Background: an optimization exercise with open tools, aiming at small area, a short achievable clock period and few clock cycles. Do not read the settings as production practice.
RTL that was checked went through simulation tests only; none was proved equivalent to the original.
No activity file was given, so power comes from the tool's default toggle rates.

## spsl_core
module spsl_core (
    input  wire        clk,
    input  wire        rst,           
    input  wire        req_we,        
    input  wire [31:0] req_wdata,
    output wire [31:0] rsp,
    output wire        busy,
    output reg         done,
    output reg         ovr,
    output wire        mem_en,
    output wire        mem_we,
    output reg  [15:0] mem_addr,
    output reg  [7:0]  mem_wdata,
    input  wire        mem_ready,
    input  wire [7:0]  mem_rdata,
    output wire        tmr_arm,
    input  wire        tmr_exp,
    output wire        adc_on,
    output wire        conv_start,
    input  wire        conv_done,
    input  wire [15:0] conv_data,
    output reg  [2:0]  adc_sel,
    output wire [3:0]  amp_en,
    output wire        fe_pwr
);
    localparam [1:0] RC_OK = 2'd0, RC_ILLEGAL = 2'd1,
                     RC_BAD_OPERAND = 2'd2, RC_BAD_RANGE = 2'd3;
    localparam [3:0] S_IDLE  = 4'b0000,
                     S_RESP  = 4'b0001,     
                     S_CRCH  = 4'b0010,     
                     S_CRCL  = 4'b0011,     
                     S_CRCS  = 4'b0100,     
                     S_CRCR  = 4'b0101,     
                     S_FETCH = 4'b0110,
                     S_LABEL = 4'b0111,
                     S_WARM  = 4'b1000,     
                     S_TRIG  = 4'b1001,     
                     S_SAMP  = 4'b1011,     
                     S_DIV   = 4'b1100;
    reg  [3:0]  state;
    reg  [1:0]  rcode;       
    reg  [1:0]  rsp_code;
    reg  [15:0] rsp_val;
    reg  [31:0] acc;         
    reg  [15:0] cnt;         
    reg  [1:0]  fbyte;       
    reg         disp;        
    reg  [4:0]  fetch_n;     
    reg  [7:0]  slot_d0 [0:5];
    reg  [7:0]  slot_d1 [0:5];
    reg  [5:0]  slot_f;      
    reg  [5:0]  slot_l2;     
    integer i;
    wire st_crcw = (state[3:1] == 3'b001);
    wire st_mem  = !state[3] && (state[2] || state[1]);
    wire st_acq  = (state[3:2] == 2'b10);
    assign rsp      = {6'd0, rsp_code, 8'h00, rsp_val};
  ...
For scale: about 1600 cells after synthesis, roughly 130 I/O pins, about 0.015 sq mm of cells after synthesis.
==> flow/config.mk <==
export PLATFORM = sky130hd
export DESIGN_NAME = spsl_core
export DESIGN_NICKNAME = spsl_core
export VERILOG_FILES = /design/flow/design.v
export SDC_FILE = /design/flow/constraint.sdc
export NUM_CORES = 4
export LEC_CHECK = 0
export CAP_MARGIN = 20
export CORE_MARGIN = 2
export CORE_UTILIZATION = 40
export SLEW_MARGIN = 20
==> flow/constraint.sdc <==
create_clock -name core_clock -period 10.0 [get_ports {clk}]
set_input_delay 2.0000 -clock core_clock [delete_from_list [all_inputs] [get_ports {clk}]]
set_output_delay 2.0000 -clock core_clock [all_outputs]
set_load 0.01 [all_outputs]
standard.sh (not shown) runs the stock make flow with config.mk's settings and CLKGATE_MAP_FILE= SYNTH_SCRIPT=/design/flow/synth_recipe.tcl, a recipe that flattens the netlist after the stock synthesis.
==> flow/flow/run.sh <==
#!/bin/bash
# The standard layout (the standard.sh: ORFS synthesis to finish, unchanged),
# except that the port buffers ORFS inserts before global placement are
# sky130_fd_sc_hd__buf_1 cells instead of the default clkdlybuf4s50_1, and
# repair_timing aims for 5.75 ns of setup slack at the design's period.
set -euo pipefail
export BUFFER_PORTS_ARGS="-buffer_cell sky130_fd_sc_hd__buf_1"
export SETUP_SLACK_MARGIN=5.75
bash standard.sh > standard.log 2>&1
Testbench counts at the start, summed over its fixed seeds: cycles 26,948.
Edit:
--- a/flow/flow/run.sh
+++ b/flow/flow/run.sh
@@ -5 +5 @@
-# repair_timing aims for 5.75 ns of setup slack at the design's period.
+# repair_timing aims for 5.5 ns of setup slack at the design's period.
@@ -8 +8 @@
-export SETUP_SLACK_MARGIN=5.75
+export SETUP_SLACK_MARGIN=5.5
CORE_UTILIZATION = 70   (was 40)
- power shrinks by about 6%
- setup slack is about the same
- hold slack gets better by 0.015 ns
- wire length shrinks by 8.6%
- clock skew is about the same
- synthesized cell count stays the same
- global-route usage grows by 16 points
- count of clock-buffer cells in the layout shrinks by 10
- cell count shrinks by about 10%

spsl_core again, from the RTL that the note above started with.
Settings: LEC_CHECK=0, CAP_MARGIN=20, CORE_MARGIN=2, CORE_UTILIZATION=40, SLEW_MARGIN=20; clock period 10.0 ns.
==> flow/flow/run.sh <==
#!/bin/bash
# The standard layout (the standard.sh: ORFS synthesis to finish, unchanged),
# except that the port buffers ORFS inserts before global placement are
# sky130_fd_sc_hd__buf_1 cells instead of the default clkdlybuf4s50_1, and
# repair_timing aims for 5.25 ns of setup slack at the design's period.
set -euo pipefail
export BUFFER_PORTS_ARGS="-buffer_cell sky130_fd_sc_hd__buf_1"
export SETUP_SLACK_MARGIN=5.25
bash standard.sh > standard.log 2>&1
Testbench counts at the start, summed over its fixed seeds: cycles 26,948.
Change:
==> flow/flow/run.sh (replaced) <==
#!/bin/bash
# The standard layout (the standard.sh: ORFS synthesis to finish, unchanged),
# except that the port buffers ORFS inserts before global placement are
# sky130_fd_sc_hd__buf_1 cells instead of the default clkdlybuf4s50_1, and
# repair_timing aims for 5.5 ns of setup slack at the design's period.
set -euo pipefail
export BUFFER_PORTS_ARGS="-buffer_cell sky130_fd_sc_hd__buf_1"
export SETUP_SLACK_MARGIN=5.5
bash standard.sh > standard.log 2>&1
ABC_AREA = 1   (was not set)
After rerunning:
- power went up by about 1.8%
- wire length went up by about 9%
- hold slack is about the same
- cell count went up by 25%
- global-route usage went up by 1.1 points
- non-clock buffer count went down by 5
- fmax went up by about 3%
- area after synthesis went up by about 5%
- utilization went down by 0.37 points
- die area went up by about 5%
- count of clock-buffer cells in the layout went up by 4
Change:
==> flow/flow/run.sh (replaced) <==
#!/bin/bash
# The standard layout (the standard.sh: ORFS synthesis to finish, unchanged),
# except that the port buffers ORFS inserts before global placement are
# sky130_fd_sc_hd__buf_1 cells instead of the default clkdlybuf4s50_1, and
# repair_timing aims for 5.6 ns of setup slack at the design's period.
set -euo pipefail
export BUFFER_PORTS_ARGS="-buffer_cell sky130_fd_sc_hd__buf_1"
export SETUP_SLACK_MARGIN=5.6
bash standard.sh > standard.log 2>&1
ABC_AREA = not set   (was 1)
CORE_UTILIZATION = 60   (was 40)
The new run completed without violations.
Design area went down by 3.0%.
Via count went down by about 7%.
Setup slack stays flat.
Change:
==> flow/flow/run.sh (replaced) <==
#!/bin/bash
# The standard layout (the standard.sh: ORFS synthesis to finish, unchanged),
# except that the port buffers ORFS inserts before global placement are
# sky130_fd_sc_hd__buf_1 cells instead of the default clkdlybuf4s50_1.
set -euo pipefail
export BUFFER_PORTS_ARGS="-buffer_cell sky130_fd_sc_hd__buf_1"
bash standard.sh > standard.log 2>&1
CORE_UTILIZATION = 40   (was 60)
CTS_BUF_LIST = sky130_fd_sc_hd__clkbuf_4   (was not set)
SETUP_SLACK_MARGIN = 5   (was not set)
Effect:
- final cell count climbs by 9.3%
- sequential cell count stays the same
- count of clock-buffer cells in the layout grows by 61
- register-to-register slack loses 490 ps
- routed wire length increases by 4.9%
- setup slack gets worse by 290 ps

spsl_core, a different RTL version from the one above (not shown whole).
For scale: ~1800 cells after synthesis, ~220 flip-flops.
==> flow/design.v (excerpt) <==
module spsl_core (
    input  wire        clk,
    input  wire        rst,           
    input  wire        req_we,        
    input  wire [31:0] req_wdata,
    output wire [31:0] rsp,
    output wire        busy,
    output reg         done,
    output reg         ovr,
    output wire        mem_en,
    output wire        mem_we,
    output reg  [15:0] mem_addr,
    output reg  [7:0]  mem_wdata,
    input  wire        mem_ready,
    input  wire [7:0]  mem_rdata,
    output wire        tmr_arm,
    input  wire        tmr_exp,
    output wire        adc_on,
    output wire        conv_start,
    input  wire        conv_done,
    input  wire [15:0] conv_data,
    output reg  [2:0]  adc_sel,
    output wire [3:0]  amp_en,
    output wire        fe_pwr
);
Settings: LEC_CHECK=0, CAP_MARGIN=20, CORE_MARGIN=2, CORE_UTILIZATION=40, CTS_BUF_LIST=sky130_fd_sc_hd__clkbuf_8, SETUP_SLACK_MARGIN=5, SLEW_MARGIN=20; clock period 10.0 ns.
==> flow/flow/run.sh <==
#!/bin/bash
# The standard layout (the standard.sh: ORFS synthesis to finish, unchanged),
# except that the port buffers ORFS inserts before global placement are
# sky130_fd_sc_hd__buf_1 cells instead of the default clkdlybuf4s50_1.
set -euo pipefail
export BUFFER_PORTS_ARGS="-buffer_cell sky130_fd_sc_hd__buf_1"
bash standard.sh > standard.log 2>&1
Testbench counts at the start, summed over its fixed seeds: cycles 26,948.
Change:
--- a/flow/flow/run.sh
+++ b/flow/flow/run.sh
@@ -5,3 +5,4 @@
 set -euo pipefail
 export BUFFER_PORTS_ARGS="-buffer_cell sky130_fd_sc_hd__buf_1"
+export SETUP_SLACK_MARGIN=5.5
 bash standard.sh > standard.log 2>&1
Settings changed: CTS_BUF_LIST sky130_fd_sc_hd__clkbuf_8 to not set, SETUP_SLACK_MARGIN 5 to not set.
Effect:
- sequential cell count does not change
- synthesized cell count stays the same
- register-to-register slack improves by 0.42 ns
- power came out higher by 5.2%
- die area is unchanged
Change:
==> flow/run.sh (new file) <==
#!/bin/bash
# synth_recipe.tcl (not shown) runs the flow's synth.tcl, then flattens the netlist and writes it again
# the make line also repeats each setting of config.mk as NAME=value (left out here)
make -C /OpenROAD-flow-scripts/flow DESIGN_CONFIG=/design/flow/config.mk WORK_HOME=/design/flow/orfs CLKGATE_MAP_FILE= SYNTH_SCRIPT=/design/flow/synth_recipe.tcl finish
Settings changed: SETUP_SLACK_MARGIN set to 5.
removed: flow/flow/run.sh
removed: flow/standard.sh
What happened: Worst hold slack gains 0.037 ns. Setup slack loses 0.47 ns. Area after synthesis is unchanged. Wire length fell by 0.32%. Combinational power rose by 4.1%. Cell count fell by 0.79%. Die area stays the same. Global-route usage rose by 0.21 points. Final area rose by 1.8%. Synthesized cell count is unchanged. Clock skew rose by 0.013 ns.
Change:
==> flow/flow/run.sh (new file) <==
#!/bin/bash
# The standard layout (the standard.sh: ORFS synthesis to finish, unchanged),
# except that the port buffers ORFS inserts before global placement are
# sky130_fd_sc_hd__buf_1 cells instead of the default clkdlybuf4s50_1.
set -euo pipefail
export BUFFER_PORTS_ARGS="-buffer_cell sky130_fd_sc_hd__buf_1"
bash standard.sh > standard.log 2>&1
==> flow/standard.sh (new file) <==
#!/bin/bash
# synth_recipe.tcl (not shown) runs the flow's synth.tcl, then flattens the netlist and writes it again
# the make line also repeats each setting of config.mk as NAME=value (left out here)
make -C /OpenROAD-flow-scripts/flow DESIGN_CONFIG=/design/flow/config.mk WORK_HOME=/design/flow/orfs CLKGATE_MAP_FILE= SYNTH_SCRIPT=/design/flow/synth_recipe.tcl "${@:-finish}"
removed: flow/run.sh
After rerunning: Routed wire length climbs slightly; design area drops by a few percent; power drops slightly; register-to-register slack degrades by 0.06 ns; utilization drops by 1.9 points; via count drops slightly; setup slack improves by 0.14 ns.

== job 1045 ==
spsl_core with an RTL version that a note above also has.
Size: roughly 1,600 cells after synthesis, about 220 flip-flops, about 130 I/O pins, about 15,000 µm² of cells after synthesis.
export LEC_CHECK = 0
export CAP_MARGIN = 20
export CORE_MARGIN = 2
export CORE_UTILIZATION = 60
export SLEW_MARGIN = 20
create_clock -name core_clock -period 10.0 [get_ports {clk}]
==> flow/flow/run.sh <==
#!/bin/bash
# The standard layout (the standard.sh: ORFS synthesis to finish, unchanged),
# except that the port buffers ORFS inserts before global placement are
# sky130_fd_sc_hd__buf_1 cells instead of the default clkdlybuf4s50_1, and
# repair_timing aims for 5.5 ns of setup slack at the design's period.
set -euo pipefail
export BUFFER_PORTS_ARGS="-buffer_cell sky130_fd_sc_hd__buf_1"
export SETUP_SLACK_MARGIN=5.5
bash standard.sh > standard.log 2>&1
Looking at the reports, job 1045 completed the entire flow and the layout it produced met the timing, DRC and antenna checks.
Testbench counts of job 1045, summed over its fixed seeds: cycles 26,948.
Here is what was changed in the inputs of job 8022 compared with job 1045.
Settings: a change of CORE_UTILIZATION from 60 to 40; an added SETUP_SLACK_MARGIN of 5.
==> flow/flow/run.sh <==
#!/bin/bash
# The standard layout (the standard.sh: ORFS synthesis to finish, unchanged),
# except that the port buffers ORFS inserts before global placement are
# sky130_fd_sc_hd__buf_1 cells instead of the default clkdlybuf4s50_1.
set -euo pipefail
export BUFFER_PORTS_ARGS="-buffer_cell sky130_fd_sc_hd__buf_1"
bash standard.sh > standard.log 2>&1
--- outcome ---
- Global-route usage: job 8022 vs job 1045 down 9.5 points
- Number of antenna diodes is lower on job 1045
- Comparing job 8022 and job 1045, the higher core occupancy in the finished layout was measured on job 1045.
- On met1 wire length, the higher figure sits with job 8022, not job 1045.
- Job 8022 vs job 1045: via count down slightly
- The hold slack reported for job 8022 is smaller than that of job 1045 by 0.017 ns.
- Job 8022 vs job 1045: non-clock buffer count down by more than 10%
- Job 8022 vs job 1045, sequential share of layout area went up by 0.75 points.
- Of the two values seen for startpoint-to-endpoint class of the critical path, in2out was produced by job 1045 and in2reg by job 8022.
Setup changes, job 8022 to job 7086
Settings: CORE_UTILIZATION now 60, was 40; GPL_TIMING_DRIVEN now 1, previously not set; SETUP_SLACK_MARGIN no longer set, was 5.
==> flow/flow/run.sh <==
#!/bin/bash
# The standard layout (the standard.sh: ORFS synthesis to finish, unchanged),
# except that the port buffers ORFS inserts before global placement are
# sky130_fd_sc_hd__buf_1 cells instead of the default clkdlybuf4s50_1, and
# repair_timing aims for 5.5 ns of setup slack at the design's period.
set -euo pipefail
export BUFFER_PORTS_ARGS="-buffer_cell sky130_fd_sc_hd__buf_1"
export SETUP_SLACK_MARGIN=5.5
bash standard.sh > standard.log 2>&1
==> summary.txt <==
Every run in the comparison, job 8022 and job 7086, completed the flow with a clean layout.
Job 8022 has higher half-perimeter wire length after placement than job 7086.
Across both runs, final period demand of the worst path was lower for job 7086 than for job 8022.
Job 8022 → job 7086: number of inserted diodes down 1, setup slack up 0.26 ns.

Another version of the RTL of spsl_core (not shown whole).
Size: ~210 flip-flops, roughly 130 I/O pins.
export LEC_CHECK = 0
export CAP_MARGIN = 20
export CORE_MARGIN = 2
export CORE_UTILIZATION = 60
export SLEW_MARGIN = 20
create_clock -name core_clock -period 10.0 [get_ports {clk}]
==> flow/flow/run.sh <==
#!/bin/bash
# The standard layout (the standard.sh: ORFS synthesis to finish, unchanged),
# except that the port buffers ORFS inserts before global placement are
# sky130_fd_sc_hd__buf_1 cells instead of the default clkdlybuf4s50_1, and
# repair_timing aims for 5.5 ns of setup slack at the design's period.
set -euo pipefail
export BUFFER_PORTS_ARGS="-buffer_cell sky130_fd_sc_hd__buf_1"
export SETUP_SLACK_MARGIN=5.5
bash standard.sh > standard.log 2>&1
The first run ran to the end with no violations.
Rerun with:
CORE_UTILIZATION = 40   (was 60)
Sequential power stays flat.
Power increases by about 2.2%.
Via count fell by 1.8%.
Fmax is about the same.
Setup slack degrades by 0.010 ns.
Function was not checked in any run of this note: the RTL went through the layout flow alone.

Another version of the RTL of spsl_core (not shown whole).
Size in the first run: roughly 1,800 cells after synthesis, ~0.016 sq mm of cells after synthesis.
==> flow/design.v (excerpt) <==
module spsl_core (
    input  wire        clk,
    input  wire        rst,           
    input  wire        req_we,        
    input  wire [31:0] req_wdata,
    output wire [31:0] rsp,
    output wire        busy,
    output reg         done,
    output reg         ovr,
    output wire        mem_en,
    output wire        mem_we,
    output reg  [15:0] mem_addr,
    output reg  [7:0]  mem_wdata,
    input  wire        mem_ready,
    input  wire [7:0]  mem_rdata,
    output wire        tmr_arm,
    input  wire        tmr_exp,
    output wire        adc_on,
    output wire        conv_start,
    input  wire        conv_done,
    input  wire [15:0] conv_data,
    output reg  [2:0]  adc_sel,
    output wire [3:0]  amp_en,
    output wire        fe_pwr
);
Settings: LEC_CHECK=0, CAP_MARGIN=20, CORE_MARGIN=2, CORE_UTILIZATION=40, CTS_BUF_LIST=sky130_fd_sc_hd__clkbuf_8, CTS_CLUSTER_SIZE=40, SETUP_SLACK_MARGIN=5, SLEW_MARGIN=20; clock period 10.0 ns.
run.sh (not shown) runs the stock make flow with config.mk's settings and CLKGATE_MAP_FILE= SYNTH_SCRIPT=/design/flow/synth_recipe.tcl, a recipe that flattens the netlist after the stock synthesis.
Stock flow here: none of the scripts above is used.
Testbench counts at the start, summed over its fixed seeds: cycles 26,948.
Next try:
- CTS_BUF_LIST: sky130_fd_sc_hd__clkbuf_8 -> default
- CTS_CLUSTER_SIZE: 40 -> default
The changed run finished clean; global-route usage is lower by 0.17 points; non-clock buffer count is higher by 1; hold slack barely changes; total power rises by 0.44%; area after synthesis stays the same; clock-buffer cell count fell by 12; flip-flop and latch count is unchanged; utilization hardly moves; clock skew decreases by 20 ps; combinational power hardly moves; cell count went down by 1.1%.
Next try:
- ABC_AREA: default -> 1
The new run ran to the end with no violations.
Worst hold slack is better by 16 ps.
Non-clock buffer count drops by 23.
Clock skew climbs by 6.6 ps.
Total power climbs by 5.9%.
Die area drops by 1.5%.
Sequential power barely changes.
Synthesized area drops by 1.5%.
Register-to-register slack is better by 20 ps.
Core utilization stays flat.

-- afterwards: timing with drivers on the ports --
No port has a modelled driver above. Below, the same layouts with a new extraction and two added sets of constraints. Step 1 sets driving cells, clkbuf_16 on the clock port and buf_2 on the other inputs (assumed; they add their load-dependent delay and slew). Step 2 times the ports against the registers' clock, not the clock port: input delays grow and output delays shrink by t, the midpoint of the rising clock arrivals with the driver on. Slacks: ideal ports / drivers / drivers and shift; pairs: ideal ports / drivers.
run | shift t [ns] | slack for setup (ns) | worst setup path at the end | slew at the worst register clock pin (ns)
the first run of note 1 | 0.594 | 5.502 / 5.516 / 4.922 | input to register | 0.06 / 0.06
the second run of note 1 | 0.581 | 5.499 / 5.511 / 4.930 | input to register | 0.07 / 0.07
the first run of note 2 | 0.588 | 5.364 / 5.364 / 4.848 | input to register | 0.06 / 0.06
the second run of note 2 | 0.599 | 5.504 / 5.482 / 5.141 | input to register | 0.06 / 0.06
the third run of note 2 | 0.577 | 5.506 / 5.522 / 4.945 | input to register | 0.06 / 0.06
the fourth run of note 2 | 0.833 | 5.216 / 5.216 / 4.531 | input to register | 0.08 / 0.08
the first run of note 3 | 0.619 | 5.178 / 5.120 / 4.603 | input to register | 0.07 / 0.07
the second run of note 3 | 0.600 | 5.534 / 5.495 / 4.973 | input to register | 0.06 / 0.06
the third run of note 3 | 0.607 | 5.062 / 5.083 / 4.482 | input to register | 0.07 / 0.07
the fourth run of note 3 | 0.603 | 5.206 / 5.151 / 4.600 | input to register | 0.07 / 0.07
job 1045 | 0.577 | 5.484 / 5.460 / 4.998 | input to register | 0.07 / 0.07
job 8022 | 0.607 | 5.221 / 5.255 / 4.649 | input to register | 0.06 / 0.06
job 7086 | 0.577 | 5.484 / 5.460 / 4.998 | input to register | 0.07 / 0.07
the first run of note 5 | 0.567 | 5.017 / 4.966 / 5.084 | input to register | 0.07 / 0.07
the second run of note 5 | 0.595 | 5.006 / 4.956 / 5.032 | input to register | 0.06 / 0.06
the first run of note 6 | 0.637 | 5.157 / 5.184 / 4.547 | input to register | 0.07 / 0.07
the second run of note 6 | 0.621 | 5.090 / 5.118 / 4.497 | input to register | 0.07 / 0.07
the third run of note 6 | 0.621 | 4.956 / 4.898 / 4.535 | input to register | 0.07 / 0.07
After both steps setup and hold are still met in every run listed. The setup slack of the fourth run of note 2, which loses most, moves by 0.000 ns with the drivers and by -0.685 ns with both steps.
